From an optimization exercise on the open Yosys and OpenROAD flow, aimed at small area; shortcuts taken in it are not production practice. Only simulation tests tie the RTL to the original design; equivalence was not proved. The clock port is modelled as an ideal driver; clocking choices that lean on that would not hold on a real chip. No activity file was given, so power comes from the tool's default toggle rates.

oak:
// segcodec
module segcodec (
    input             clk,
    input             rst,
    input             h_req,
    input             h_we,
    input      [1:0]  h_size,     
    input      [12:0] h_addr,
    input      [31:0] h_wdata,
    output            h_done,
    output reg        h_err,
    output reg [31:0] h_rdata,
    output reg        mem_en,
    output reg        mem_we,
    output reg [3:0]  mem_be,
    output reg [8:0]  mem_addr,
    output reg [31:0] mem_wdata,
    input      [31:0] mem_rdata
);
    localparam [2:0] S_IDLE = 3'd0, S_PRIME = 3'd1, S_SUM = 3'd2, S_FIN = 3'd3, S_DONE = 3'd4;
    reg [2:0]  state;
    reg [2:0]  tx_flags;    
    reg [10:0] tx_len;
    reg [5:0]  tx_seq;
    reg [5:0]  tx_ackn;
    reg [3:0]  lastop;      
    reg [2:0]  cause;
    reg        rxv;         
    reg [31:0] rxr;         
    reg [15:0] csum_r;      
    reg [15:0] rx_size;
    reg [15:0] cs_len;
    reg [13:0] p;           
    reg        cy;          
    wire st_idle  = (state == S_IDLE);
    wire st_prime = (state == S_PRIME);
    wire st_sum   = (state == S_SUM);
    wire st_fin   = (state == S_FIN);
    assign h_done = (state == S_DONE);
    wire [31:0] tx_hdr = {2'b01, tx_flags, tx_len, 2'b00, tx_seq, 2'b00, tx_ackn};
    wire        err    = |cause;
    wire        valid  = (lastop == 4'd2) && (cause == 3'd0);
    wire [31:0] status = {20'd0, lastop, 1'b0, cause, 2'b00, valid, err};
    wire [31:0] rx_hdr = rxv ? {1'b0, 1'b1, rxr[13:0], rxr[31:16]} : 32'd0;
    wire [10:0] plen   = (rx_hdr[26:16] > 11'd1440) ? 11'd1440 : rx_hdr[26:16];
    wire is_reg   = (h_addr[12:5] == 8'd0) && (h_size == 2'd2) && (h_addr[1:0] == 2'b00);
    wire is_frame = h_addr[12] && (h_addr[11:0] < 12'h5A6) && (h_size == 2'd0);
    always @(*) h_err = !(is_reg || is_frame);
    wire       ph31   = &p[4:0];
    wire       act    = st_idle && h_req && ph31;
  ...
export LEC_CHECK = 0
export ABC_AREA = 1
export CAP_MARGIN = 20
export CORE_MARGIN = 2
export CORE_UTILIZATION = 70
export GPL_TIMING_DRIVEN = 0
export SLEW_MARGIN = 20
create_clock -name core_clock -period 6.0 [get_ports {clk}]
standard.sh (not shown) runs the stock make flow with config.mk's settings and CLKGATE_MAP_FILE= SYNTH_SCRIPT=/design/flow/synth_recipe.tcl, a recipe that flattens the netlist after the stock synthesis.
==> flow/flow/run.sh <==
#!/bin/bash
# Standard ORFS layout (the standard.sh) with three changes:
#  - minimum-size port buffers (buf_1) instead of the resizer's pick,
#  - a small balanced clock tree built by hand before CTS (flow/clocktree.tcl):
#    one root buffer and eight leaf buffers (TritonCTS then skips the net),
#  - an area-targeted ABC restructuring of the combinational logic after
#    floorplan (registers are left as synthesised).
set -euo pipefail
here=$(pwd)
export BUFFER_PORTS_ARGS="-buffer_cell sky130_fd_sc_hd__buf_1"
export CTS_ARGS="-sink_clustering_enable -repair_clock_nets -dont_use_dummy_load -buf_list {sky130_fd_sc_hd__clkbuf_4 sky130_fd_sc_hd__clkbuf_8}"
export PRE_CTS_TCL="$here/flow/clocktree.tcl"
export CLOCK_LEAVES=8
export CLOCK_LEAF_CELL=sky130_fd_sc_hd__clkbuf_8
export CLOCK_ROOT_CELL=sky130_fd_sc_hd__clkbuf_8
export POST_FLOORPLAN_TCL="$here/flow/restructure.tcl"
export RESTRUCTURE_DIR="$here/restructure"
mkdir -p "$RESTRUCTURE_DIR"
python3 flow/filter_lib.py "$FLOW_HOME/platforms/sky130hd/lib/sky130_fd_sc_hd__tt_025C_1v80.lib" "$RESTRUCTURE_DIR/abc.lib" > filter_lib.log 2>&1
bash standard.sh > standard.log 2>&1
Other scripts of this flow, unchanged in this note and not shown: flow/flow/clocktree.tcl, flow/flow/filter_lib.py, flow/flow/restructure.tcl
Input changes introduced in maple (baseline for comparison: oak):
Settings: a change of CORE_UTILIZATION from 70 to 40.
Notes after the runs:
Setup WNS oak -> maple: worse
Clock skew: maple vs oak — no meaningful difference
Across both runs, final wirelength was higher for maple than for oak.

---

Starting RTL as in the previous note.
clock: 6.0 ns
lec_check: 0
abc_area: 1
cap_margin: 20
core_margin: 2
core_utilization: 40
slew_margin: 20
==> flow/flow/run.sh <==
#!/bin/bash
# Standard ORFS layout, with minimum-size port buffers and a lighter clock tree.
set -euo pipefail
export BUFFER_PORTS_ARGS="-buffer_cell sky130_fd_sc_hd__buf_1"
export CTS_ARGS="-sink_clustering_enable -repair_clock_nets -dont_use_dummy_load -sink_clustering_size 40 -sink_clustering_max_diameter 150 -buf_list {sky130_fd_sc_hd__clkbuf_4 sky130_fd_sc_hd__clkbuf_8}"
bash standard.sh > standard.log 2>&1
Next try:
- ABC_AREA: 1 -> not set
The changed run completed without violations.
Global-route usage rose by 0.28 points.
Routed wire length increases by a few percent.
Register-to-register slack gains 0.10 ns.
Worst hold slack is worse by 0.0054 ns.
Final area grows by a few percent.
Count of clock-buffer cells in the layout stays the same.
Worst setup slack gets better by 0.21 ns.
Sequential share of layout area drops by 1.1 points.
Synthesized area came out higher by a few percent.
Combinational power goes down by about a fifth.
Next try:
==> flow/flow/run.sh (replaced) <==
#!/bin/bash
# Standard ORFS layout (the standard.sh) with three changes:
#  - minimum-size port buffers (buf_1) instead of the resizer's pick,
#  - a clock tree of clkbuf_4/8 without dummy loads,
#  - an area-targeted ABC restructuring of the combinational logic after
#    floorplan (registers are left as synthesised).
set -euo pipefail
here=$(pwd)
export BUFFER_PORTS_ARGS="-buffer_cell sky130_fd_sc_hd__buf_1"
export CTS_ARGS="-sink_clustering_enable -repair_clock_nets -dont_use_dummy_load -buf_list {sky130_fd_sc_hd__clkbuf_4 sky130_fd_sc_hd__clkbuf_8}"
export POST_FLOORPLAN_TCL="$here/flow/restructure.tcl"
export RESTRUCTURE_DIR="$here/restructure"
mkdir -p "$RESTRUCTURE_DIR"
python3 flow/filter_lib.py "$FLOW_HOME/platforms/sky130hd/lib/sky130_fd_sc_hd__tt_025C_1v80.lib" "$RESTRUCTURE_DIR/abc.lib" > filter_lib.log 2>&1
bash standard.sh > standard.log 2>&1
==> flow/flow/filter_lib.py (new file) <==
"""Copy a Liberty file without the cells the platform marks don't-use
(sky130hd: *probe*, *lpflow*), for ABC restructuring to map onto."""
import re
import sys

src, dst = sys.argv[1], sys.argv[2]
text = open(src).read()
out = []
pos = 0
for m in re.finditer(r'\n\s*cell\s*\(\s*"?([A-Za-z0-9_]+)"?\s*\)\s*\{', text):
    if m.start() < pos:
        continue
    name = m.group(1)
    if "lpflow" not in name and "probe" not in name:
        continue
    # find the matching closing brace
    depth = 0
    i = m.end() - 1
    while True:
        c = text[i]
        if c == "{":
            depth += 1
        elif c == "}":
            depth -= 1
            if depth == 0:
                break
        i += 1
    out.append(text[pos:m.start()])
    pos = i + 1
out.append(text[pos:])
open(dst, "w").write("".join(out))
==> flow/flow/restructure.tcl (new file) <==
# Area recovery: re-map the combinational logic with ABC, targeting area.
report_design_area
# a copy of the library without the don't-use cells (run.sh writes it)
set lib $::env(RESTRUCTURE_DIR)/abc.lib
restructure -target area -liberty_file $lib \
  -tielo_port sky130_fd_sc_hd__conb_1/LO -tiehi_port sky130_fd_sc_hd__conb_1/HI \
  -work_dir $::env(RESTRUCTURE_DIR) -abc_logfile $::env(RESTRUCTURE_DIR)/abc.log
report_design_area
- ABC_AREA: not set -> 1
Result: Final cell count falls by roughly a tenth; total power rises by about a fifth; routed wire length falls by a few percent; core utilization falls by 4.2 points; maximum frequency falls by roughly a tenth; cell area falls by roughly a tenth; clock power is about the same; clock-buffer cell count stays the same; flip-flop and latch count is unchanged; combinational power rises by well over a third; clock skew stays flat.

## port drivers added, routing unchanged
In the flow no input, the clock included, has a driving cell. The finished layouts below were timed again as built, in two steps.
Step 1: set_driving_cell puts a clkbuf_16 on clk and a buf_2 on each other input, an assumption about the parent block.
Step 2 moves the port delays by t, midway between the first and last clock arrival at a register: inputs arrive t later, outputs are due t later. That takes back most of the time a late clock gives input paths.
Slacks: no drivers / after step 1 / after step 2; pairs: no drivers / after step 1.
run	t, ns	setup slack, ns	worst register clock-pin slew, ns
oak	0.427	0.335 / 0.335 / 0.325	0.11 / 0.11
maple	0.446	0.266 / 0.247 / 0.247	0.11 / 0.11
the first run of note 2	0.488	1.085 / 1.043 / 1.123	0.08 / 0.08
the second run of note 2	0.484	1.297 / 1.255 / 1.294	0.08 / 0.08
the third run of note 2	0.475	0.557 / 0.517 / 0.652	0.08 / 0.08
After both steps every run listed still meets setup and hold. The setup slack of maple, which loses most, moves by -0.019 ns with the drivers and by -0.019 ns with both steps.
